Source: an optimization exercise on an open RTL-to-GDS flow (aim: small area, a short achievable clock period and few clock cycles). Production flows keep margins and buffers that such runs may drop. In this exercise RTL edits were held to simulation tests only and were not proved equivalent to the original. No activity file was given, so power comes from the tool's default toggle rates.

==> flow/design.v <==
module csa_core (
    input  wire        clk,
    input  wire        rst,           
    input  wire [15:0] limit,         
    output wire [4:0]  pmem_addr,
    input  wire [47:0] pmem_rdata,
    input  wire        in_valid,      
    input  wire [31:0] in_tick,       
    input  wire [31:0] in_code,       
    output wire        in_pop,        
    output reg         out_valid,
    output wire [31:0] out_data,
    output reg         done,
    output reg  [3:0]  status,
    output wire [31:0] tick,
    output reg  [15:0] icount,
    output reg  [31:0] acc,
    output reg  [31:0] pc
);
    localparam ST_RUN     = 4'd0;
    localparam ST_HALT    = 4'd1;
    localparam ST_INEXH   = 4'd2;
    localparam ST_LIMIT   = 4'd3;
    localparam ST_F_AOB   = 4'd9;
    localparam ST_F_UNK   = 4'd10;
    localparam ST_F_AM    = 4'd11;
    localparam ST_F_STACK = 4'd12;
    localparam ST_F_PC    = 4'd13;
    localparam ST_F_MISS  = 4'd14;
    localparam ST_F_RSV   = 4'd15;
    localparam OP_LOAD = 4'h0, OP_ST  = 4'h1, OP_ADD  = 4'h2, OP_CMP  = 4'h3;
    localparam OP_NOP  = 4'h4, OP_EI  = 4'h5, OP_DI   = 4'h6, OP_CALL = 4'h7;
    localparam OP_RET  = 4'h8, OP_IRET= 4'h9, OP_HALT = 4'hA, OP_JUMP = 4'hB;
    localparam OP_JZ   = 4'hC, OP_JNZ = 4'hD, OP_JBE  = 4'hE, OP_JEV  = 4'hF;
    localparam M_N = 3'd0, M_I = 3'd1, M_D = 3'd2, M_X = 3'd3, M_PI = 3'd4, M_PD = 3'd5;
    localparam S_FETCH  = 3'd0;    
    localparam S_EX     = 3'd1;    
    localparam S_INTCHK = 3'd2;    
    localparam S_IRQ    = 3'd3;    
    localparam S_LDPC   = 3'd4;    
    localparam S_STOP   = 3'd5;
    localparam S_FIN    = 3'd6;    
    reg [2:0]  state;
    reg [19:0] tick_r;
    reg [2:0]  tk_p;                  
    reg [3:0]  kk;                    
    reg [3:0]  fin_st;                
    reg [4:0]  sp;
    reg        sp_z, sp_max;          
    reg        ie, be;
    reg        acc_z;                 
    reg        pc_oor;                
    reg        lim_hit;               
    reg        cont;                  
    reg [3:0]  cr_op;
    reg [3:0]  cr_fault;              
    reg        cr_dec;                
    reg [15:0] cr_oh;                 
    reg        cr_imm;                
    reg        cr_mem;                
    reg        cr_first;              
    reg        cr_x;                  
    reg        cr_pi;                 
    reg [2:0]  cr_k;                  
    reg [31:0] cr_arg;
    reg        cr_inb;                
    reg        cr_a0;                 
    reg        cr_pollok;             
    reg [31:0] opr;                   
    reg        stale;                 
    reg        hv_r;
    reg        ht_hi;                 
    reg [20:0] gap;                   
    reg [5:0]  tos;                   
    reg [5:0]  nos;                   
    reg [4:0]  fa;                    
    reg        pred;                  
    reg        pc_unk;                
    reg [4:0]  pc_src;
    reg        vc_valid, vc_argp, vc_inr;
    reg [4:0]  vc_v;
    reg [31:0] dmem  [1:31];
    reg [31:1] dvalid;
    reg [5:0]  stack [0:30];
    assign tick     = {12'd0, tick_r};
    assign out_data = dmem[1];
    integer i;
    function [32:0] ks_add(input [31:0] a, input [31:0] b, input cin);
        reg [31:0] g, p, gn, pn;
        integer d, j;
        begin
            g = a & b;
            p = a ^ b;
            g[0] = g[0] | (p[0] & cin);
            for (d = 1; d < 32; d = d * 2) begin
                gn = g;
                pn = p;
                for (j = d; j < 32; j = j + 1) begin
                    gn[j] = g[j] | (p[j] & g[j - d]);
                    pn[j] = p[j] & p[j - d];
                end
                g = gn;
                p = pn;
            end
            ks_add = {g[31], (a ^ b) ^ {g[30:0], cin}};
        end
    endfunction
    wire [7:0]  f_op   = pmem_rdata[47:40];
    wire [2:0]  f_mode = pmem_rdata[39:37];
    wire        f_argp = pmem_rdata[36];
    wire        f_data = (f_op == 8'h00) || (f_op == 8'h02) || (f_op == 8'h03);
    wire        f_xfer = (f_op == 8'h07) || (f_op == 8'h0B) || (f_op == 8'h0C) ||
                         (f_op == 8'h0D) || (f_op == 8'h0E) || (f_op == 8'h0F);
    wire        f_mmem = (f_mode == M_D) || (f_mode == M_X) || (f_mode == M_PI) || (f_mode == M_PD);
    wire        f_mism = f_data            ? (f_mode == M_N) :
                         (f_op == 8'h01)   ? !f_mmem :
                                             (f_mode != M_N);
    wire [3:0]  f_fault = (f_op > 8'h0F)                                ? ST_F_UNK :
                          (f_mode > M_PD || pmem_rdata[35:32] != 4'd0)  ? ST_F_RSV :
                          f_mism                                        ? ST_F_AM  :
                          (((f_mode != M_N) || f_xfer) && !f_argp)      ? ST_F_MISS :
                                                                          4'd0;
    reg  [2:0]  f_k;
    always @(*) begin
        case ({f_mode == M_I, f_mode == M_D, f_op == 8'h01, f_op == 8'h04})
            4'b0000: f_k = 3'd2;      
            4'b0001: f_k = 3'd1;      
            4'b0010: f_k = 3'd3;      
            4'b1000: f_k = 3'd3;      
            4'b1010: f_k = 3'd4;      
            4'b0100: f_k = 3'd4;      
            4'b0110: f_k = 3'd5;      
            default: f_k = 3'd1;      
        endcase
    end
    wire op_load = cr_oh[OP_LOAD], op_st  = cr_oh[OP_ST];
    wire op_add  = cr_oh[OP_ADD],  op_cmp = cr_oh[OP_CMP];
    wire op_ei   = cr_oh[OP_EI],   op_di  = cr_oh[OP_DI];
    wire op_call = cr_oh[OP_CALL], op_iret = cr_oh[OP_IRET];
    wire op_rets = cr_oh[OP_RET] || op_iret;
    wire op_halt = cr_oh[OP_HALT];
    wire taken = cr_oh[OP_JUMP] || cr_oh[OP_CALL] ||
                 (cr_oh[OP_JZ]  &&  acc_z) ||
                 (cr_oh[OP_JNZ] && !acc_z) ||
                 (cr_oh[OP_JBE] &&  be) ||
                 (cr_oh[OP_JEV] && !acc[0]);
    wire        polls = cr_mem && cr_a0;                      
    wire [31:0] rd    = opr;                                  
    wire [31:0] opnd  = opr;
    wire [31:0] sum;
    wire        ge;                                       
    csa_core_add u_add (.a(acc), .b(opnd), .s(sum));
    csa_core_cmp u_cmp (.a(acc), .b(opnd), .ge(ge));
    wire [31:0] zx    = (acc ^ opnd) ^ {acc[30:0] | opnd[30:0], 1'b0};
    wire        sum_z = (zx == 32'd0);
    wire        opnd_z = (opnd == 32'd0);
    wire ex_lim   = !cont && lim_hit;
    wire ex_pcf   = !cont && pc_oor;
    wire ex_dec   = !cont && cr_dec;
    wire ex_aob   = cr_mem && !cr_inb;
    wire ex_inx   = polls && !hv_r;
    wire ex_stk   = (op_call && sp_max) || (op_rets && sp_z);
    wire ex_stop  = ex_lim || ex_pcf || ex_dec || ex_aob || ex_inx || ex_stk || op_halt;
    wire [3:0] ex_status = ex_lim ? ST_LIMIT :
                           ex_pcf ? ST_F_PC  :
                           ex_dec ? cr_fault :
                           ex_aob ? ST_F_AOB :
                           ex_inx ? ST_INEXH :
                           ex_stk ? ST_F_STACK : ST_HALT;
    wire [2:0] ex_stop_ticks = (ex_lim || ex_pcf) ? 3'd0 :
                               (ex_dec || ex_aob || ex_stk || op_halt) ? {2'd0, !cont} :
                               {1'b0, !cont, cont};           
    wire ie_eff = op_ei || op_iret || (ie && !op_di);
    wire stall  = stale && (((state == S_EX) && (polls || (ie_eff && !cr_first))) ||
                            (state == S_INTCHK));
    wire        gap_le = gap[20] || ((gap[19:4] == 16'd0) && (gap[3:0] <= kk));
    wire        due    = hv_r && !ht_hi && gap_le;
    wire        defer  = polls && ie_eff;
    wire        irq    = ie_eff && due && !polls;
    wire        ret_ptr = tos[5];
    wire [5:0]  ret_np  = {1'b0, tos[4:0]} + 6'd1;
    wire [5:0]  pc_np   = {1'b0, pc[4:0]} + 6'd1;
    wire [31:0] npc     = taken   ? cr_arg :
                          op_rets ? {26'd0, ret_np} :
                                    {26'd0, pc_np};
    wire irq2 = ie && hv_r && !ht_hi && (gap[20] || ((gap[19:3] == 17'd0) && (gap[2:0] <= tk_p)));
    wire [32:0] pm1_c     = ks_add(pc, 32'hFFFFFFFF, 1'b0);
    wire [31:0] pm1       = pm1_c[31:0];
    wire        pm1_inr   = (!pc_oor && pc[4:0] != 5'd0) || (pc == 32'd32);    
    wire [4:0]  pm1_lo    = pc[4:0] - 5'd1;
    wire [5:0]  irq_entry = (!pc_unk && pm1_inr) ? {1'b0, pm1_lo} : {1'b1, pc_src};
    wire ex_act   = (state == S_EX) && !stall;
    wire ex_go    = ex_act && !ex_stop;
    wire ex_half  = ex_go && cr_first;                         
    wire ex_done  = ex_go && !cr_first;                        
    wire        irq_fast = ex_done && irq && pred && vc_valid && vc_argp && vc_inr && !sp_max;
    wire        irq_slow = irq && !irq_fast;
    wire        am1_inr  = (cr_inb && !cr_a0) || (cr_arg == 32'd32);
    wire [4:0]  am1_lo   = cr_arg[4:0] - 5'd1;
    wire [5:0]  fast_entry = !taken ? {1'b0, pc[4:0]} : am1_inr ? {1'b0, am1_lo} : {1'b1, pc[4:0]};
    wire ic_act   = (state == S_INTCHK) && !stall;
    wire irq_ok   = (state == S_IRQ) && vc_valid && vc_argp && !sp_max;
    wire irq_bad  = (state == S_IRQ) && vc_valid && !(vc_argp && !sp_max);
    wire [31:0] adj;                                         
    csa_core_incdec u_adj (.a(opr), .inc(cr_pi), .s(adj));
    wire        wr_st = ex_act && !cr_first && op_st && !ex_lim && !ex_pcf && !ex_dec &&
                        !ex_aob && !ex_inx;
    wire        wr_pp = ex_half && !cr_x;                      
    wire        wr    = wr_st || wr_pp;
    wire [4:0]  wa    = cr_arg[4:0];
    wire [31:0] wdata = cr_first ? adj : acc;
    wire [31:1] dvalid_nx;
    genvar g;
    generate
        for (g = 1; g < 32; g = g + 1) begin : g_dv
            assign dvalid_nx[g] = dvalid[g] || (wr && wa == g);
        end
    endgenerate
    wire        cr_hold = (state == S_EX) && stall;           
    wire [2:0]  cr_k_d;                                        
    wire        cr_ptr  = (state == S_EX) && cr_first && !(stale && polls);
    assign      cr_k_d  = cr_ptr ? (op_st ? 3'd4 : 3'd3) : cr_hold ? cr_k : f_k;
    wire [4:0]  sel_a   = cr_ptr ? rd[4:0] : cr_hold ? cr_arg[4:0] : pmem_rdata[4:0];
    wire        sel_en  = cr_ptr ? 1'b1 : cr_hold ? cr_mem : f_mmem;
    wire        src_f   = !cr_ptr && !cr_hold;               
    wire [31:1] sel_nx;
    generate
        for (g = 1; g < 32; g = g + 1) begin : g_sel
            assign sel_nx[g] = dvalid[g] &&                         
                               ((cr_ptr && (rd[4:0] == g)) ||
                                (cr_hold && cr_mem && (cr_arg[4:0] == g)) ||
                                (src_f && f_mmem && (pmem_rdata[4:0] == g)));
        end
    endgenerate
    reg  [31:0] rd_nx;
    always @(*) begin
        rd_nx = 32'd0;
        for (i = 1; i < 32; i = i + 1)
            rd_nx = rd_nx | ({32{sel_nx[i]}} & dmem[i]);
    end
    wire        imm_nx  = cr_ptr ? 1'b0 : cr_hold ? cr_imm : (f_mode == M_I);
    wire [31:0] arg_nx  = cr_ptr ? rd : cr_hold ? cr_arg : pmem_rdata[31:0];
    wire        poll_nx = sel_en && (sel_a == 5'd0);
    wire        fwd     = wr && (wa == sel_a);
    wire [31:0] opr_nx  = imm_nx  ? arg_nx :
                          poll_nx ? in_code :
                          fwd     ? wdata : rd_nx;
    assign in_pop = (state == S_EX) && !stale && hv_r && cr_pollok &&
                    (cont || (!lim_hit && !pc_oor));
    wire [4:0] pa_cur = (state == S_FETCH)  ? pc[4:0] :
                        (state == S_INTCHK) ? pc_np[4:0] :
                        (state == S_IRQ)    ? (vc_valid ? vc_v : 5'd0) :
                        (state == S_LDPC)   ? pc_src :
                                              npc[4:0];
    assign pmem_addr = (state == S_IRQ) ? (vc_v & {5{vc_valid}}) : fa;
    wire        az_nx  = (ex_done && op_load) ? opnd_z : (ex_done && op_add) ? sum_z : acc_z;
    wire        a0_nx  = (ex_done && op_load) ? opnd[0] : (ex_done && op_add) ? sum[0] : acc[0];
    wire        be_nx  = (ex_done && op_cmp) ? ge : be;
    wire        fast_push = irq_fast && !op_rets;
    wire [4:0]  tos1_b = (ex_done && op_call && !irq_fast) ? pc[4:0] + 5'd1 :
                         (ex_done && op_rets && !irq_fast) ? nos[4:0] + 5'd1 :
                         irq_ok ? irq_entry[4:0] + 5'd1 : tos[4:0] + 5'd1;
    wire [4:0]  tos1_nx = fast_push ? fast_entry[4:0] + 5'd1 : tos1_b;
    wire [4:0]  pa1    = pa_cur + 5'd1;
    wire [4:0]  vc1    = vc_v + 5'd1;
    wire [4:0]  pcf1   = ((state == S_IRQ) || irq_fast) ? vc1 : pa1;
    wire [3:0]  w_op   = pmem_rdata[43:40];
    wire        w_tk   = (w_op == OP_JUMP) || (w_op == OP_CALL) ||
                         ((w_op == OP_JZ)  &&  az_nx) ||
                         ((w_op == OP_JNZ) && !az_nx) ||
                         ((w_op == OP_JBE) &&  be_nx) ||
                         ((w_op == OP_JEV) && !a0_nx);
    wire        w_rt   = (w_op == OP_RET) || (w_op == OP_IRET);
    wire [4:0]  w_npc  = w_tk ? pmem_rdata[4:0] : w_rt ? tos1_nx : pcf1;
    wire        w_plain = (f_fault == 4'd0) &&
                          (((w_op == OP_NOP) || (w_op == OP_EI) || (w_op == OP_DI) ||
                            (w_op == OP_JUMP) || (w_op == OP_JZ) || (w_op == OP_JNZ) ||
                            (w_op == OP_JBE) || (w_op == OP_JEV) ||
                            (w_op == OP_RET) || (w_op == OP_IRET)) ||
                           (((w_op == OP_LOAD) || (w_op == OP_ST) || (w_op == OP_ADD) ||
                             (w_op == OP_CMP)) &&
                            ((f_mode == M_I) || ((f_mode == M_D) && (pmem_rdata[31:5] == 27'd0) &&
                                                 (pmem_rdata[4:0] != 5'd0)))));
    wire        ie_nx   = irq_ok ? 1'b0 : ex_done ? (ie_eff && !irq_fast) : ie;
    wire        w_ie    = (w_op == OP_EI) || (w_op == OP_IRET) || (ie_nx && (w_op != OP_DI));
    wire        w_due   = !stale && hv_r && !ht_hi &&
                          (gap[20] || ((gap[19:3] == 17'd0) && (gap[2:0] <= f_k)));
    wire        fresh   = (state == S_FETCH) ||
                          (ex_done && !defer && !irq_slow && !(op_rets && ret_ptr && !irq_fast)) ||
                          (ic_act && !irq2) || (irq_ok && vc_inr);
    wire        pred_nx = fresh && w_plain && w_ie && w_due && !in_pop && vc_valid;
    wire [4:0]  fa_nx  = pred_nx ? vc_v :
        (state == S_FETCH)                   ? w_npc :
        (state == S_EX) ?
            ((stall || ex_half || ex_stop) ? fa :
             defer                               ? pc_np[4:0] :
             (op_rets && ret_ptr && !irq_fast)   ? tos[4:0] : w_npc) :
        (state == S_INTCHK) ?
            (stall                               ? fa : w_npc) :
        (state == S_IRQ) ?
            (!vc_valid                           ? pmem_rdata[4:0] :
             !irq_ok                             ? fa :
             vc_inr                              ? w_npc : 5'd0) :
        (state == S_LDPC)                    ? pmem_rdata[4:0] : fa;
    wire        icnt_inc = (ex_done && !defer) || ic_act;
    wire [2:0]  tk_inc = !ex_act  ? 3'd0 :
                         ex_stop  ? ex_stop_ticks :
                         cr_first ? (cr_x ? 3'd3 : 3'd5) : cr_k;
    wire        tk_cin = (ex_done && !defer && !irq_slow) || (ic_act && !irq2) || irq_ok;
    wire [19:0] tick_nx;
    csa_core_tick u_tick (.t(tick_r), .inc(tk_p), .s(tick_nx));
    wire [20:0] gap_nx;
    csa_core_gap u_gap (.h(in_tick[19:0]), .t(tick_nx), .d(gap_nx));
    wire [15:0] icount_1 = icount + 16'd1;
    wire [15:0] icount_m = icount - 16'd1;
    always @(posedge clk) begin
        if (wr && wa != 5'd0)
            dmem[wa] <= wdata;
    end
    always @(posedge clk) begin
        if (irq_ok)
            stack[sp] <= irq_entry;
        else if (fast_push)
            stack[sp] <= fast_entry;
        else if (ex_done && op_call)
            stack[sp] <= {1'b0, pc[4:0]};
    end
    always @(posedge clk) begin
        if (irq_ok) begin
            tos <= irq_entry;
            nos <= tos;
        end else if (irq_fast) begin
            if (!op_rets) begin
                tos <= fast_entry;
                nos <= tos;
            end
        end else if (ex_done && op_call) begin
            tos <= {1'b0, pc[4:0]};
            nos <= tos;
        end else if (ex_done && op_rets) begin
            tos <= nos;
            nos <= stack[sp - 5'd3];
        end
    end
    always @(posedge clk) begin
        stale <= rst || in_pop;
        hv_r  <= in_valid;
        fa    <= rst ? 5'd2 : fa_nx;
        pred  <= !rst && pred_nx;
        ht_hi <= (in_tick[31:20] != 12'd0);
        gap   <= gap_nx;
    end
    always @(posedge clk) begin
        opr <= opr_nx;
        if (cr_ptr) begin
            cr_imm   <= 1'b0;
            cr_mem   <= 1'b1;
            cr_first <= 1'b0;
            cr_k     <= op_st ? 3'd4 : 3'd3;
            cr_fault <= 4'd0;
            cr_dec   <= 1'b0;
            cr_arg   <= rd;
            cr_inb   <= (rd[31:5] == 27'd0);
            cr_a0    <= (rd == 32'd0);
            cr_pollok <= (rd == 32'd0);
        end else if (!cr_hold) begin
            cr_op    <= pmem_rdata[43:40];
            for (i = 0; i < 16; i = i + 1)
                cr_oh[i] <= (pmem_rdata[43:40] == i);
            cr_dec   <= (f_fault != 4'd0);
            cr_imm   <= (f_mode == M_I);
            cr_mem   <= f_mmem;
            cr_first <= (f_mode == M_X) || (f_mode == M_PI) || (f_mode == M_PD);
            cr_x     <= (f_mode == M_X);
            cr_pi    <= (f_mode == M_PI);
            cr_k     <= f_k;
            cr_fault <= f_fault;
            cr_arg   <= pmem_rdata[31:0];
            cr_inb   <= (pmem_rdata[31:5] == 27'd0);
            cr_a0    <= (pmem_rdata[31:0] == 32'd0);
            cr_pollok <= f_mmem && (pmem_rdata[31:0] == 32'd0) && (f_fault == 4'd0);
        end
    end
    always @(posedge clk) begin
        out_valid <= 1'b0;
        if (rst) begin
            state    <= S_FETCH;
            status   <= ST_RUN;
            done     <= 1'b0;
            tick_r   <= 20'd0;
            tk_p     <= 3'd0;
            icount   <= 16'd0;
            acc      <= 32'd0;
            acc_z    <= 1'b1;
            pc       <= 32'd2;
            pc_oor   <= 1'b0;
            sp       <= 5'd0;
            sp_z     <= 1'b1;
            sp_max   <= 1'b0;
            ie       <= 1'b0;
            be       <= 1'b0;
            lim_hit  <= (limit == 16'd0);
            cont     <= 1'b0;
            pc_unk   <= 1'b0;
            vc_valid <= 1'b0;
            dvalid   <= 31'd0;
        end else begin
            dvalid <= dvalid_nx;
            tick_r <= tick_nx;
            tk_p   <= tk_inc + {2'd0, tk_cin};
            kk     <= {1'b0, tk_inc} + {3'd0, tk_cin} + {1'b0, cr_k_d};
            if (wr && wa == 5'd1)
                out_valid <= 1'b1;
            if (icnt_inc) begin
                icount  <= icount_1;
                lim_hit <= (icount_1 >= limit);
            end
            if (irq_bad) begin
                icount  <= icount_m;
                lim_hit <= 1'b0;              
            end
            case (state)
            S_FETCH: state <= S_EX;
            S_EX: begin
                if (stall) begin
                end else if (ex_stop) begin
                    fin_st <= ex_status;
                    state  <= S_FIN;
                end else if (cr_first) begin
                    cont <= 1'b1;
                end else begin
                    cont <= 1'b0;
                    if (op_load) begin acc <= opnd; acc_z <= opnd_z; end
                    if (op_add)  begin acc <= sum;  acc_z <= sum_z;  end
                    if (op_cmp)  be  <= ge;
                    ie <= ie_eff && !irq_fast;
                    if (op_call || fast_push) begin
                        sp     <= sp + 5'd1;
                        sp_z   <= 1'b0;
                        sp_max <= (sp == 5'd30);
                    end
                    if (op_rets && !irq_fast) begin
                        sp     <= sp - 5'd1;
                        sp_z   <= (sp == 5'd1);
                        sp_max <= 1'b0;
                    end
                    if (defer) begin
                        state  <= S_INTCHK;
                    end else if (irq_fast) begin
                        pc     <= {27'd0, vc_v};
                        pc_oor <= 1'b0;
                        pc_unk <= 1'b0;
                    end else begin
                        pc     <= npc;
                        pc_oor <= taken ? !cr_inb : op_rets ? ret_np[5] : pc_np[5];
                        pc_unk <= op_rets && ret_ptr;
                        pc_src <= op_rets ? tos[4:0] : pc[4:0];
                        state  <= irq ? S_IRQ : (op_rets && ret_ptr) ? S_LDPC : S_EX;
                    end
                end
            end
            S_INTCHK: begin
                if (!stall) begin
                    pc     <= {26'd0, pc_np};
                    pc_oor <= pc_np[5];
                    pc_unk <= 1'b0;
                    if (irq2) begin
                        state  <= S_IRQ;
                    end else begin
                        state  <= S_EX;
                    end
                end
            end
            S_IRQ: begin
                if (!vc_valid) begin
                    vc_valid <= 1'b1;
                    vc_argp  <= pmem_rdata[36];
                    vc_inr   <= (pmem_rdata[31:5] == 27'd0);
                    vc_v     <= pmem_rdata[4:0];
                end else if (!vc_argp || sp_max) begin
                    pc     <= pm1;
                    pc_oor <= !pm1_inr;
                    fin_st <= vc_argp ? ST_F_STACK : ST_F_MISS;
                    state  <= S_FIN;
                end else begin
                    sp     <= sp + 5'd1;
                    sp_z   <= 1'b0;
                    sp_max <= (sp == 5'd30);
                    ie     <= 1'b0;
                    pc_unk <= 1'b0;
                    if (vc_inr) begin
                        pc    <= {27'd0, vc_v};
                        pc_oor <= 1'b0;
                        state <= S_EX;
                    end else begin
                        pc_src <= 5'd0;
                        state  <= S_LDPC;
                    end
                end
            end
            S_LDPC: begin
                pc     <= pmem_rdata[31:0];
                pc_oor <= (pmem_rdata[31:5] != 27'd0);
                pc_unk <= 1'b0;
                state  <= S_FETCH;
            end
            S_FIN: begin
                status <= fin_st;
                done   <= 1'b1;
                state  <= S_STOP;
            end
            default: state <= S_STOP;
            endcase
        end
    end
endmodule
module csa_core_add (
    input  wire [31:0] a,
    input  wire [31:0] b,
    output wire [31:0] s
);
    assign s = a + b;
endmodule
module csa_core_cmp (
    input  wire [31:0] a,
    input  wire [31:0] b,
    output wire        ge
);
    wire [31:0] d = a - b;
    assign ge = !d[31];
endmodule
module csa_core_incdec (
    input  wire [31:0] a,
    input  wire        inc,
    output wire [31:0] s
);
    wire [31:0] t = inc ? a : ~a;
    reg  [31:0] c;
    integer i;
    always @(*) begin
        c[0] = 1'b1;
        for (i = 1; i < 32; i = i + 1)
            c[i] = c[i - 1] & t[i - 1];
    end
    assign s = a ^ c;
endmodule
module csa_core_tick (
    input  wire [19:0] t,
    input  wire [2:0]  inc,
    output wire [19:0] s
);
    assign s = t + {17'd0, inc};
endmodule
module csa_core_gap (
    input  wire [19:0] h,
    input  wire [19:0] t,
    output wire [20:0] d
);
    assign d = {1'b0, h} - {1'b0, t};
endmodule
==> flow/run.sh <==
#!/bin/bash
# synth_recipe.tcl (not shown) runs the flow's synth.tcl, then flattens the netlist and writes it again
# the make line also repeats each setting of config.mk as NAME=value (left out here)
make -C /OpenROAD-flow-scripts/flow DESIGN_CONFIG=/design/flow/config.mk WORK_HOME=/design/flow/orfs CLKGATE_MAP_FILE= SYNTH_SCRIPT=/design/flow/synth_recipe.tcl finish
==> flow/config.mk <==
export PLATFORM = sky130hd
export DESIGN_NAME = csa_core
export DESIGN_NICKNAME = csa_core
export VERILOG_FILES = /design/flow/design.v
export SDC_FILE = /design/flow/constraint.sdc
export NUM_CORES = 4
export LEC_CHECK = 0
export CAP_MARGIN = 20
export CORE_MARGIN = 2
export CORE_UTILIZATION = 50
export SETUP_SLACK_MARGIN = 3.5
export SLEW_MARGIN = 20
export SYNTH_HIERARCHICAL = 1
export TNS_END_PERCENT = 5
==> flow/constraint.sdc <==
create_clock -name core_clock -period 7.0 [get_ports {clk}]
set_input_delay 1.4000 -clock core_clock [delete_from_list [all_inputs] [get_ports {clk}]]
set_output_delay 1.4000 -clock core_clock [all_outputs]
set_load 0.01 [all_outputs]
==> impl_metrics.tcl, run 1 <==
set metrics [dict create \
    cpMaxStageDelayCell "or4_4" \
    clock_path_buffers 3 \
    yosysMostFrequentCell "edfxtp_1" \
    synth-seq-cells 1492 \
    grt_pass1_vias 46800 \
    synthTopCellsByCount "1231 x edfxtp_1, 362 x nor2_1, 322 x nand2_1" \
    powerDensity_mw_per_mm2 305.0 \
    wl_per_cell_um 32.01 \
    setup-violations-final 0 \
    wirelength_um 244300 \
    start_util_pct 50.25 \
    grt_max_degree 65 \
    dpl.cell_count 7144 \
    timing.final.crit_period_ps 4162 \
    power.total_mw 24.53 \
    drtPass1Iterations 9 \
    tightest_slew_ps 1167 \
    die_h_um 369.8 \
    dpl.hpwl_um 155000 \
    n_antenna_cell 0 \
    synth.area.mux_share_pct 3.053 \
    crit_chain "buf_6, or4_4, or4_4, a22oi_2, or2_4, ha_4, o21a_1, o21ai_2, a21oi_2, a2111oi_2, o211ai_1, a2111oi_4, or2_4, nor3_2, a221oi_2, a21oi_1" \
    drive_gt1_share_pct 17.10 \
    vias_per_cell 6.647 \
    synth_compound_area_share_pct 14.76 \
    fin_util_pct 60.41 \
    crit_buf_inv 1 \
    drtIter0Drc 7733 \
    synth.yosys.warnings 8 \
    die-area_mm2 0.1367 \
    fin_cells 7632 \
    path_max_fanout 4 \
    synth_simple_gate_area_share_pct 10.22 \
    worst_slack_ps 2838 \
    grt_pass1_wl_um 344400 \
    synth_xor_xnor_area_share_pct 2.645 \
    worstSetupEndpointType "flip-flop" \
    final_area_mm2 0.08042 \
    path_clk_slew_ps 60 \
    leakage_nw 27.63 \
    max_stage_delay_ps 540 \
    drv_cap 0 \
    path_class "input port to flip-flop" \
    holdWs_ps 468.1 \
    place_congestion 0.9632 \
    core-area_mm2 0.1331 \
    post-synth-top-area-fraction_pct 55.26 \
    yosysSeqAreaShare_pct 63.07 \
    vias 50730 \
    status "complete, no violations" \
    io_buffers 274 \
    synthAdderAreaFrac_pct 3.176 \
    pre_cts_ws_ps 878.1 \
    finalSetupTns_ps 0 \
    crit_family "compound AO/OA/AOI/OAI gates" \
    skew_ps 50.94 \
    yosysTopAreaCell "edfxtp_1" \
    startpoint_type "input port" \
    row_count 134 \
    groute.usage.overall_pct 34.91 \
    dpl_cell_area_mm2 0.07249 \
    postSynthAreaPerCell_um2 12.75 \
    hold_class "flip-flop to flip-flop" \
    cts-root-buf "clkbuf_16" \
    final_nets 6032 \
    synth_edf_count 1231 \
    cts_tree "done" \
    rsz0062_at_grt "true" \
    numClockSinks 1492 \
    cts_hold_buffers 0 \
    syn_to_final_growth_pct 20.22 \
    ys_types 119 \
    irDropWorstVdd_uv 202.4 \
    cts-buffers-inserted 156 \
    netlist_area_mm2 0.06689 \
    synth_top_family_by_area "compound AO/OA/AOI/OAI gates" \
    worstPathRequired_ps 7660 \
    clk_latency_ps 810 \
    synth-async-reset-ratio_pct 0 \
    nFillCells 10440 \
    fmax_mhz 240.3 \
    relSlewSlack_pct 22.01 \
    drc 0 \
    synth_cells 5245 \
    antenna_found_initial 5 \
    synth_ff_type "edfxtp_1" \
    period_share_pct 59.45 \
    gr-total-overflow 0 \
    io_pins 287 \
    ant_nets 0 \
    htree_levels 4 \
    synth_area_leaders "edfxtp_1 55%, dfxtp_1 7.8%, ha_1 3.0%, a22oi_1 2.7%, nor2_1 2.0%" \
    cp.arrival_ps 4820 \
    slew_violations 0 \
    final_hold_viol_count 0 \
    die_x_um 369.8 \
]
-- modules after synthesis (local to each module, per instance) --
module	cells	area, um2
csa_core_incdec	122	975.9
csa_core_tick	53	431.7
csa_core	4561	61830
csa_core_gap	165	1170
csa_core_add	236	1713
csa_core_cmp	108	773.2
-- registers in the layout, summed over array words and instances, names as in the netlist, 20 cells and up --
| register | flops |
|---|---|
| cr_arg | 32 |
| opr | 32 |
| pc | 32 |
| gap | 21 |
| acc | 32 |
| dmem | 992 |
| stack | 186 |
| tick_r | 20 |
| dvalid | 31 |
-- cells by family (layout without fill, tap and decap cells) --
kind of cell / Yosys count / count (layout)
XOR/XNOR: 202 / 202
AND/OR/NAND/NOR: 1372 / 1383
other: 1 / 12
flip-flops: 1492 / 1492
multiplexers: 132 / 132
AO/OA/AOI/OAI: 1362 / 1366
adder cells (fa/ha/maj): 167 / 167
buffers and inverters: 517 / 1110
-- power by group --
| group | total (mW) | switching (mW) | internal (mW) |
|---|---|---|---|
| registers | 10.9 | 0.408 | 10.5 |
| logic | 5.65 | 3.76 | 1.89 |
| clock network | 7.97 | 3.61 | 4.36 |
| total | 24.5 | 7.78 | 16.8 |
-- routing by layer --
metal | global-route usage (%) | vias up | wire length, um
met2 | 51.49 | 3360 | 105700
met4 | 13.38 | 10 | 10550
met5 | 0 | - | 114
met1 | 49.83 | 25270 | 97800
li1 | - | 21540 | -
met3 | 8.749 | 548 | 30120
-- worst paths after layout --
kind,startpoint,endpoint,slack (ps),depth (start not counted)
max,pmem_rdata[45],fa[0],2840,16
min,dvalid[10],dvalid[10],470,1
max reg2reg,opr[2],fa[1],2900,16
min reg2reg,dvalid[10],dvalid[10],470,1
-- area by class of cell --
type	instances	area [um2]	area share, %
sequential	1492	42230	52.51
clock buffer	203	4174	5.190
tap	1768	2212	2.751
clock inverter	84	661.9	0.8230
timing repair buffer	636	6001	7.462
multi-input combinational	3262	24430	30.38
inverter	187	710.7	0.8837
-- repair_timing --
action                                 in CTS  in global routing
gates cloned                               18                  2
gates resized for setup                   287                 82
pin swaps                                  85                 22
endpoints found under the hold margin       0                  0
buffers inserted                          150                 30
setup endpoints to repair                1656               1462
-- placed cells by master, fill, tap and decap left out, types with 38 or more instances in the layout --
master           count
buf_4              307
a222oi_1           100
nor2_4              48
xor2_1              79
o21ai_0            174
ha_1               157
a221oi_1            67
and3_1              57
inv_1              180
nor3_1              90
mux4_2              54
nand3_1            101
nand4_1            124
nand2_1            307
dfxtp_1            245
nor2b_1             46
edfxtp_1          1231
a21o_1              38
nor2_1             311
clkdlybuf4s50_1    254
clkbuf_1            41
xnor2_1            118
a22oi_1            242
mux2i_1             69
o21ai_2             38
a22o_1              72
nor4_1              69
o21a_1              40
a211oi_1            59
a21oi_1            226
clkbuf_16          161
Testbench counts, summed over its fixed seeds: cycles 89,648.
==> run 2, diff against run 1 <==
--- a/flow/design.v
+++ b/flow/design.v
@@ -284,6 +284,12 @@
     wire        ie_nx   = irq_ok ? 1'b0 : ex_done ? (ie_eff && !irq_fast) : ie;
     wire        w_ie    = (w_op == OP_EI) || (w_op == OP_IRET) || (ie_nx && (w_op != OP_DI));
-    wire        w_due   = !stale && hv_r && !ht_hi &&
-                          (gap[20] || ((gap[19:3] == 17'd0) && (gap[2:0] <= f_k)));
+    wire        gap_sm  = gap[20] || (gap[19:0] == 20'd0);         
+    wire [5:1]  gle;                                             
+    generate
+        for (g = 1; g < 6; g = g + 1) begin : g_gle
+            assign gle[g] = gap_sm || ((gap[19:3] == 17'd0) && (gap[2:0] <= g));
+        end
+    endgenerate
+    wire        w_due   = !stale && hv_r && !ht_hi && gle[f_k];
     wire        fresh   = (state == S_FETCH) ||
                           (ex_done && !defer && !irq_slow && !(op_rets && ret_ptr && !irq_fast)) ||
==> run 2 against run 1 <==
Die area up 0.74%. Design area grew 1.8%. Wire length up 6.7%. Highest routed layer unchanged. Cell count up 1.2%. Largest cell class unchanged. Area after synthesis is 0.75% higher. Utilization rose by 0.83 points. Sequential power about the same.
==> impl_metrics.tcl, run 2 <==
set metrics [dict create \
    holdWs_ps 444.9 \
    start_util_pct 50.43 \
    drtIter0Drc 9048 \
    drv_cap 0 \
    path_clk_slew_ps 60 \
    max_stage_delay_ps 840 \
    crit_buf_inv 3 \
    yosysTopAreaCell "edfxtp_1" \
    worstPathRequired_ps 7470 \
    drc 0 \
    synthAdderAreaFrac_pct 3.119 \
    synth_area_leaders "edfxtp_1 55%, dfxtp_1 7.8%, ha_1 3.0%, a22oi_1 2.6%, nor2_1 2.1%" \
    path_max_fanout 25 \
    worstSetupEndpointType "flip-flop" \
    crit_family "simple AND/OR/NAND/NOR gates" \
    timing.final.crit_period_ps 3917 \
    relSlewSlack_pct 15.58 \
    htree_levels 4 \
    crit_chain "or2_1, buf_4, a221oi_1, a32oi_1, nor4_4, buf_12, nand2_2, nor2_4, buf_4" \
    synthTopCellsByCount "1231 x edfxtp_1, 379 x nor2_1, 324 x nand2_1" \
    gr-total-overflow 0 \
    grt_pass1_wl_um 363400 \
    io_buffers 274 \
    rsz0062_at_grt "true" \
    synth.area.mux_share_pct 2.933 \
    vias_per_cell 6.808 \
    netlist_area_mm2 0.06739 \
    core-area_mm2 0.1336 \
    finalSetupTns_ps 0 \
    syn_to_final_growth_pct 21.43 \
    clk_latency_ps 810 \
    cts-root-buf "clkbuf_16" \
    cp.arrival_ps 4390 \
    wirelength_um 260700 \
    postSynthAreaPerCell_um2 12.62 \
    row_count 134 \
    synth.yosys.warnings 8 \
    clock_path_buffers 3 \
    cts-buffers-inserted 156 \
    hold_class "flip-flop to flip-flop" \
    yosysMostFrequentCell "edfxtp_1" \
    place_congestion 0.9937 \
    synth_xor_xnor_area_share_pct 2.638 \
    tightest_slew_ps 1265 \
    layout_common_cells "1231 x edfxtp_1, 311 x nor2_1, 306 x nand2_1" \
    groute.usage.overall_pct 37.07 \
    period_share_pct 55.96 \
    crit_top_cell "buf_4" \
    synth-async-reset-ratio_pct 0 \
    final_nets 6119 \
    wl_per_cell_um 33.76 \
    nFillCells 10440 \
    die_x_um 371.1 \
    ys_types 122 \
    startpoint_type "flip-flop" \
    fmax_mhz 255.3 \
    largest_reg_flops 992 \
    drive_gt1_share_pct 17.64 \
    die_h_um 371.1 \
    synth_simple_gate_area_share_pct 10.13 \
    final_hold_viol_count 0 \
    io_pins 287 \
    grt_pass1_vias 48650 \
    synth_cells 5342 \
    skew_ps 57.98 \
    synth-seq-cells 1492 \
    yosysSeqAreaShare_pct 62.60 \
    irDropWorstVdd_uv 249.2 \
    powerDensity_mw_per_mm2 317.7 \
    synth_compound_area_share_pct 15.47 \
    cpMaxStageDelayCell "nor2_4" \
    synth_ff_type "edfxtp_1" \
    ant_nets 0 \
    regMostFlops "dmem" \
    cts_tree "done" \
    numClockSinks 1492 \
    die-area_mm2 0.1377 \
    antenna_found_initial 9 \
    final_common_cell "edfxtp_1" \
    path_class "flip-flop to flip-flop" \
    synth_edf_count 1231 \
    drtPass1Iterations 7 \
    setup-violations-final 0 \
    status "complete, no violations" \
    grt_max_degree 66 \
    vias 52570 \
    dpl.hpwl_um 160800 \
    post-synth-top-area-fraction_pct 54.85 \
    slew_violations 0 \
    leakage_nw 28.02 \
    reg.largest.list "dmem x992, stack x186" \
    synth_top_family_by_area "compound AO/OA/AOI/OAI gates" \
]
-- run 2: tightest hold or removal path: cells and delay by family, from the launching register on --
family / cells / cell delay, ps
flip-flops: 1 / 300
AO/OA/AOI/OAI: 1 / 50
buffers and inverters: 1 / 50
-- run 2: power by group --
group	switching, mW	internal (mW)
combinational	4.30	2.28
clock	3.65	4.85
sequential	0.411	10.5
total	8.37	17.6
-- run 2: layout make-up --
type                    count  area (um2)  area share (%)
flip-flops and latches   1492       42240           51.62
multi-input cells        3352       25350           30.97
repair buffers            622        6021           7.357
clock buffers             194        4139           5.058
well taps                1768        2212           2.703
clock inverters            94        1121           1.370
inverters                 199       750.7          0.9174
diodes                      1       2.502        0.003058
-- run 2: per-layer routing --
layer	GRT usage (%)	vias up	share of wire, %
met5	0	-	0.021
met4	14.44	8	4.7
met3	11.38	725	15
met2	53.75	3968	42
met1	52.20	26040	38
li1	-	21830	-
-- run 2: kinds of logic after synthesis --
family,after synthesis
AO/OA/AOI/OAI,1455
XOR/XNOR,203
adder cells (fa/ha/maj),165
buffers and inverters,523
flip-flops,1492
multiplexers,128
other,1
AND/OR/NAND/NOR,1375
-- run 2: final timing paths --
path / startpoint / end / slack (ps) / cells after the start
max: cr_oh[8] / dmem[5][12] / 3080 / 9
min reg2reg: done / done / 440 / 2
max reg2reg: cr_oh[8] / dmem[5][12] / 3080 / 9
min: done / done / 440 / 2
-- run 2: modules after synthesis, one instance, submodules excluded --
module           cells inside  flops+latches  area, um2  times used
csa_core_incdec           122              0      975.9           1
csa_core                 4658           1492      62330           1
csa_core_cmp              108              0      773.2           1
csa_core_add              236              0       1713           1
csa_core_tick              53              0      431.7           1
csa_core_gap              165              0       1170           1
-- run 2: through the flow --
stage          util [%]  total power [mW]  setup WS, ps  instances  instance area [um2]
4_1_cts           60.85             25.52          3179       7692                81310
3_5_place_dp      54.93             16.75         976.4       7247                73400
6_report          61.24             26.00          3083       7722                81830
5_1_grt           61.24             26.76          3018       7721                81830
2_1_floorplan         -             14.51          2955       5353                67500
3_3_place_gp      54.90             16.69         987.4       7246                73360
-- run 2: timing repair --
action	in CTS	in global routing
resized for setup	341	46
setup endpoints to repair	1551	1125
pin swaps	82	23
setup buffers	141	22
hold buffers	0	0
gates cloned	16	4
Testbench counts of run 2, summed over its fixed seeds: cycles 89,648.
==> run 3, diff against run 2 <==
--- a/flow/config.mk
+++ b/flow/config.mk
@@ -9,5 +9,5 @@
 export CORE_MARGIN = 2
 export CORE_UTILIZATION = 50
-export SETUP_SLACK_MARGIN = 3.5
+export SETUP_SLACK_MARGIN = 3.75
 export SLEW_MARGIN = 20
 export SYNTH_HIERARCHICAL = 1
==> run 3 against run 2 <==
Still clean. Count of clock-buffer cells in the layout up 27. Clock skew down 14 ps. Die area stayed put. Non-clock buffer count up 155. Critical endpoint is now opr[22].
==> impl_metrics.tcl, run 3 <==
set metrics [dict create \
    synthTopCellsByCount "1231 x edfxtp_1, 379 x nor2_1, 324 x nand2_1" \
    wirelength_um 273900 \
    p_int_mw 17.77 \
    synth-seq-cells 1492 \
    cts-buffers-inserted 158 \
    synthAdderAreaFrac_pct 3.119 \
    start_util_pct 50.43 \
    synth_area_leaders "edfxtp_1 55%, dfxtp_1 7.8%, ha_1 3.0%, a22oi_1 2.6%, nor2_1 2.1%" \
    wl_per_cell_um 34.72 \
    post-synth-top-area-fraction_pct 54.85 \
    gr-total-overflow 0 \
    synth_simple_gate_area_share_pct 10.13 \
    groute.usage.overall_pct 39.07 \
    period_share_pct 55.92 \
    cts_tree "done" \
    io_buffers 274 \
    dpl.hpwl_um 165400 \
    synth_compound_area_share_pct 15.47 \
    nFillCells 10220 \
    path_max_fanout 6 \
    tightest_slew_ps 1297 \
    powerDensity_mw_per_mm2 311.1 \
    synth_edf_count 1231 \
    worstPathRequired_ps 7630 \
    largest_reg_flops 992 \
    seqPwrFrac_pct 41.5 \
    numClockSinks 1492 \
    holdWs_ps 450.7 \
    drc 0 \
    yosysTopAreaCell "edfxtp_1" \
    worst_slack_ps 3086 \
    synth_ff_type "edfxtp_1" \
    htree_levels 4 \
    cp.arrival_ps 4540 \
    netlist_area_mm2 0.06739 \
    vias_per_cell 6.825 \
    regMostFlops "dmem" \
    vias 53840 \
    fin_cells 7888 \
    syn_to_final_growth_pct 25.44 \
    final_common_cell "edfxtp_1" \
    grt_pass1_vias 50380 \
    drv_cap 0 \
    synth_top_family_by_area "compound AO/OA/AOI/OAI gates" \
    dpl_cell_area_mm2 0.07339 \
    final_hold_viol_count 0 \
    layout_common_cells "1231 x edfxtp_1, 357 x buf_4, 305 x nand2_1" \
    timing.final.crit_period_ps 3914 \
    place_congestion 0.9788 \
    ys_types 122 \
    synth.yosys.warnings 8 \
    final_area_mm2 0.08454 \
    fin_util_pct 63.26 \
    drtIter0Drc 8910 \
    synth_xor_xnor_area_share_pct 2.638 \
    yosysSeqAreaShare_pct 62.60 \
    synth.area.mux_share_pct 2.933 \
    rsz0062_at_grt "true" \
    ant_nets 0 \
    synth-async-reset-ratio_pct 0 \
    finalSetupTns_ps 0 \
    grt_pass1_wl_um 380200 \
    startpoint_type "flip-flop" \
    slew_violations 0 \
    irDropWorstVdd_uv 244.6 \
    switching_share_pct 32.44 \
    antenna_found_initial 15 \
    clk_latency_ps 820 \
    grt_max_degree 65 \
    die_x_um 371.1 \
    fmax_mhz 255.5 \
    relSlewSlack_pct 13.13 \
    power.total_mw 26.30 \
    p_clk_share_pct 32.1 \
    worstSetupEndpointType "flip-flop" \
    status "complete, no violations" \
    cts_hold_buffers 0 \
    drtPass1Iterations 9 \
    clock_path_buffers 3 \
    skew_ps 44.19 \
    io_pins 287 \
    die-area_mm2 0.1377 \
    setup-violations-final 0 \
    p_switching_mw 8.531 \
    path_class "flip-flop to flip-flop" \
    postSynthAreaPerCell_um2 12.62 \
    die_h_um 371.1 \
    hold_class "flip-flop to flip-flop" \
    pre_cts_ws_ps 1623 \
    reg.largest.list "dmem x992, stack x186" \
    final_nets 6276 \
    drive_gt1_share_pct 21.00 \
    leakage_nw 29.19 \
    dpl.cell_count 7259 \
    path_clk_slew_ps 60 \
    synth_cells 5342 \
    row_count 134 \
    yosysMostFrequentCell "edfxtp_1" \
    pwr-share-comb_pct 26.4 \
    core-area_mm2 0.1336 \
    cts-root-buf "clkbuf_16" \
]
run 3: worst paths after layout:
kind,start,depth (start not counted),slack (ps),to
max reg2reg,cr_oh[9],16,3090,opr[22]
max,cr_oh[9],16,3090,opr[22]
min reg2reg,done,2,450,done
min,done,2,450,done
run 3: cell type report:
class | count | area [um2] | area share, %
Tap cell | 1768 | 2212 | 2.617
Multi-Input combinational cell | 3352 | 26030 | 30.79
Clock buffer | 221 | 4345 | 5.140
Clock inverter | 73 | 862.1 | 1.020
Timing Repair Buffer | 777 | 8064 | 9.539
Inverter | 199 | 772.0 | 0.9132
Sequential cell | 1492 | 42240 | 49.96
Antenna cell | 6 | 15.01 | 0.01776
run 3: cell families (layout without fill, tap and decap cells):
kind of cell,after synthesis,count (layout)
AO/OA/AOI/OAI,1455,1462
buffers and inverters,523,1270
adder cells (fa/ha/maj),165,165
other,1,18
multiplexers,128,128
AND/OR/NAND/NOR,1375,1382
flip-flops,1492,1492
XOR/XNOR,203,203
run 3: timing repair:
action | in CTS | in global routing
resized for setup | 514 | 104
buffers inserted | 254 | 41
endpoints found under the setup margin | 1810 | 1364
pin swaps | 146 | 28
cloned | 26 | 7
run 3: modules after synthesis, one instance, submodules excluded:
module	cells	flops+latches
csa_core_incdec	122	0
csa_core_tick	53	0
csa_core_gap	165	0
csa_core_add	236	0
csa_core	4658	1492
csa_core_cmp	108	0
run 3: per-layer routing:
| layer | vias up | GRT usage [%] | part of all wire (%) | routed length [um] |
|---|---|---|---|---|
| li1 | 22200 | - | - | - |
| met1 | 26870 | 53.49 | 38 | 103600 |
| met2 | 3922 | 55.99 | 42 | 114600 |
| met3 | 837 | 13.09 | 15 | 39800 |
| met4 | 16 | 18.58 | 5.8 | 15820 |
| met5 | - | 0 | 0.035 | 97 |
run 3: worst max-delay path, cell delays in order (launching register included):
cell and delay [ps]:
edfxtp_1 390, buf_4 120, buf_4 100, nor2_2 60
a21o_1 200, a211oi_4 300, clkinvlp_4 250, buf_8 190
buf_6 120, a311oi_2 200, buf_4 180, nor2_4 40
and3_4 190, buf_4 140, buf_4 130, a31oi_1 950
o21ai_1 180
run 3: power groups by stage:
| stage | combinational [mW] | sequential (mW) | clock (mW) |
|---|---|---|---|
| floorplan | 3.59 | 10.9 | 0 |
| global placement | 5.70 | 11.1 | 0 |
| detailed placement | 5.76 | 11.1 | 0 |
| CTS | 6.44 | 10.9 | 8.50 |
| global route | 7.31 | 10.9 | 8.84 |
| finish | 6.94 | 10.9 | 8.45 |
==> run 4, diff against run 3 <==
--- a/flow/config.mk
+++ b/flow/config.mk
@@ -9,6 +9,6 @@
 export CORE_MARGIN = 2
 export CORE_UTILIZATION = 50
-export SETUP_SLACK_MARGIN = 3.75
+export SETUP_SLACK_MARGIN = 3.5
 export SLEW_MARGIN = 20
 export SYNTH_HIERARCHICAL = 1
-export TNS_END_PERCENT = 5
+export TNS_END_PERCENT = 20
==> run 4 against run 3 <==
Largest power group unchanged. Hold slack got worse by 8.8 ps. Count of clock-buffer cells in the layout decreased by 17. Critical endpoint is now opr[18]. Flip-flop and latch count is the same.
==> impl_metrics.tcl, run 4 <==
set metrics [dict create \
    die_h_um 371.1 \
    worstSetupEndpointType "flip-flop" \
    irDropWorstVdd_uv 233.1 \
    groute.usage.overall_pct 37.80 \
    slew_violations 0 \
    nFillCells 10440 \
    synth_ff_type "edfxtp_1" \
    drtIter0Drc 8630 \
    timing.final.crit_period_ps 3812 \
    drv_cap 0 \
    syn_to_final_growth_pct 21.91 \
    drc 0 \
    reg.largest.list "dmem x992, stack x186" \
    leakage_nw 28.07 \
    io_buffers 274 \
    wirelength_um 265000 \
    final_common_cell "edfxtp_1" \
    htree_levels 4 \
    dpl.cell_count 7256 \
    cts-buffers-inserted 154 \
    ys_types 122 \
    tightest_slew_ps 1245 \
    synth.yosys.warnings 8 \
    ant_nets 0 \
    synth_edf_count 1231 \
    drive_gt1_share_pct 17.93 \
    dpl.hpwl_um 165000 \
    layout_common_cells "1231 x edfxtp_1, 313 x nand2_1, 312 x nor2_1" \
    finalSetupTns_ps 0 \
    fmax_mhz 262.4 \
    synth_cells 5342 \
    yosysTopAreaCell "edfxtp_1" \
    hold_class "flip-flop to flip-flop" \
    post-synth-top-area-fraction_pct 54.85 \
    wl_per_cell_um 34.33 \
    grt_pass1_wl_um 368800 \
    relSlewSlack_pct 16.99 \
    startpoint_type "flip-flop" \
    row_count 134 \
    drtPass1Iterations 9 \
    path_clk_slew_ps 60 \
    skew_ps 36.76 \
    dpl_cell_area_mm2 0.07342 \
    numClockSinks 1492 \
    grt_max_degree 65 \
    cts_tree "done" \
    io_pins 287 \
    pre_cts_ws_ps 1460 \
    path_class "flip-flop to flip-flop" \
    period_share_pct 54.45 \
    cp.arrival_ps 4480 \
    clk_latency_ps 820 \
    yosysMostFrequentCell "edfxtp_1" \
    netlist_area_mm2 0.06739 \
    antenna_found_initial 14 \
    path_max_fanout 33 \
    synthTopCellsByCount "1231 x edfxtp_1, 379 x nor2_1, 324 x nand2_1" \
    yosysSeqAreaShare_pct 62.60 \
    vias_per_cell 6.826 \
    postSynthAreaPerCell_um2 12.62 \
    power.total_mw 25.90 \
    gr-total-overflow 0 \
    vias 52690 \
    start_util_pct 50.43 \
    synth-async-reset-ratio_pct 0 \
    synth_area_leaders "edfxtp_1 55%, dfxtp_1 7.8%, ha_1 3.0%, a22oi_1 2.6%, nor2_1 2.1%" \
    largest_reg_flops 992 \
    holdWs_ps 441.9 \
    place_congestion 0.9962 \
    rsz0062_at_grt "true" \
    fin_cells 7719 \
    status "complete, no violations" \
    grt_pass1_vias 48970 \
    regMostFlops "dmem" \
    final_hold_viol_count 0 \
    die_x_um 371.1 \
    setup-violations-final 0 \
    final_nets 6121 \
    clock_path_buffers 3 \
    cts-root-buf "clkbuf_16" \
    core-area_mm2 0.1336 \
    synth-seq-cells 1492 \
    final_area_mm2 0.08216 \
    worstPathRequired_ps 7660 \
    die-area_mm2 0.1377 \
    worst_slack_ps 3188 \
    powerDensity_mw_per_mm2 315.3 \
    fin_util_pct 61.48 \
]
run 4: cell counts after synthesis:
Identical to the previous run, type by type.
run 4: final timing paths:
check,from,end,slack [ps],cells after the start
worst min-delay path,done,done,440,2
worst min register to register,done,done,440,2
worst max register to register,stale,opr[18],3190,14
worst max-delay path,stale,opr[18],3190,14
run 4: layout make-up:
| type | count | area (um2) | area share, % |
|---|---|---|---|
| antenna | 4 | 10.01 | 0.01218 |
| sequential | 1492 | 42250 | 51.42 |
| clock inverter | 74 | 788.3 | 0.9595 |
| multi-input combinational | 3344 | 25630 | 31.19 |
| clock buffer | 204 | 4154 | 5.056 |
| inverter | 199 | 763.2 | 0.9290 |
| tap | 1768 | 2212 | 2.693 |
| timing repair buffer | 634 | 6355 | 7.735 |
run 4: power breakdown:
part / internal, mW / switching, mW
Combinational: 2.37 / 4.42
Clock: 4.64 / 3.54
Sequential: 10.5 / 0.433
Total: 17.5 / 8.39
run 4: kinds of logic after synthesis:
kind of cell | after synthesis | synth area share, %
flip-flops | 1492 | 62.60
other | 1 | 0.005564
buffers and inverters | 523 | 3.093
AND/OR/NAND/NOR | 1375 | 10.13
AO/OA/AOI/OAI | 1455 | 15.47
multiplexers | 128 | 2.933
adder cells (fa/ha/maj) | 165 | 3.119
XOR/XNOR | 203 | 2.638
run 4: Yosys stat by module (local to each module, per instance):
module / area [um2] / cells inside
csa_core_cmp: 773.2 / 108
csa_core_tick: 431.7 / 53
csa_core_add: 1713 / 236
csa_core: 62330 / 4658
csa_core_incdec: 975.9 / 122
csa_core_gap: 1170 / 165
run 4: metal layers:
metal	vias to the layer above	GRT usage, %	part of all wire, %
met5	-	0	0.091
met4	18	14.93	4.6
met3	732	10.74	14
met2	3940	56.09	43
met1	26150	52.57	38
li1	21850	-	-
run 4: worst max-delay path, cell delays in order, from the launching register on:
cell,delay [ps]
dfxtp_2,580
nand3_1,370
nand2_4,320
buf_6,290
nor2_1,70
a311oi_1,210
buf_4,180
nor2_1,60
and3_1,180
buf_4,250
and3_1,260
a21oi_4,390
nand2_1,210
nor4_2,210
a21oi_1,70
run 4: timing repair:
action / 4_1_cts / 5_1_grt
hold buffers: 0 / 0
gates cloned: 11 / 1
setup buffers: 143 / 26
pin swaps: 87 / 25
resized for setup: 376 / 101
setup endpoints to repair: 758 / 782

afterwards: timing with drivers on the ports:
The results above use ideal ports. As a check the final layouts listed here were re-extracted and re-timed, cells and wires unchanged.
Step 1, drivers: a clkbuf_16 drives clk and a buf_2 each remaining input, both assumed.
Step 2 also shifts input and output timing later by t, the mid clock arrival at the registers, as if the neighbouring blocks saw the same clock.
a / b / c = ideal ports / drivers / drivers and shift; a / b = the first two.
run | t (ns) | slack for setup (ns) | latest minus earliest clock arrival (ns) | worst register clock-pin slew, ns | pins driven straight from the clock port
run 1 | 0.865 | 2.838 / 2.881 / 2.017 | 0.051 / 0.051 | 0.07 / 0.07 | 1
run 2 | 0.861 | 3.083 / 3.083 / 2.322 | 0.059 / 0.059 | 0.07 / 0.07 | 1
run 3 | 0.877 | 3.086 / 3.086 / 2.367 | 0.046 / 0.045 | 0.07 / 0.07 | 1
run 4 | 0.883 | 3.188 / 3.174 / 2.411 | 0.037 / 0.037 | 0.07 / 0.07 | 1
After both steps setup and hold are still met in every run listed. For run 1, which loses most, drivers alone change the setup slack by +0.043 ns; drivers and shift together by -0.821 ns.
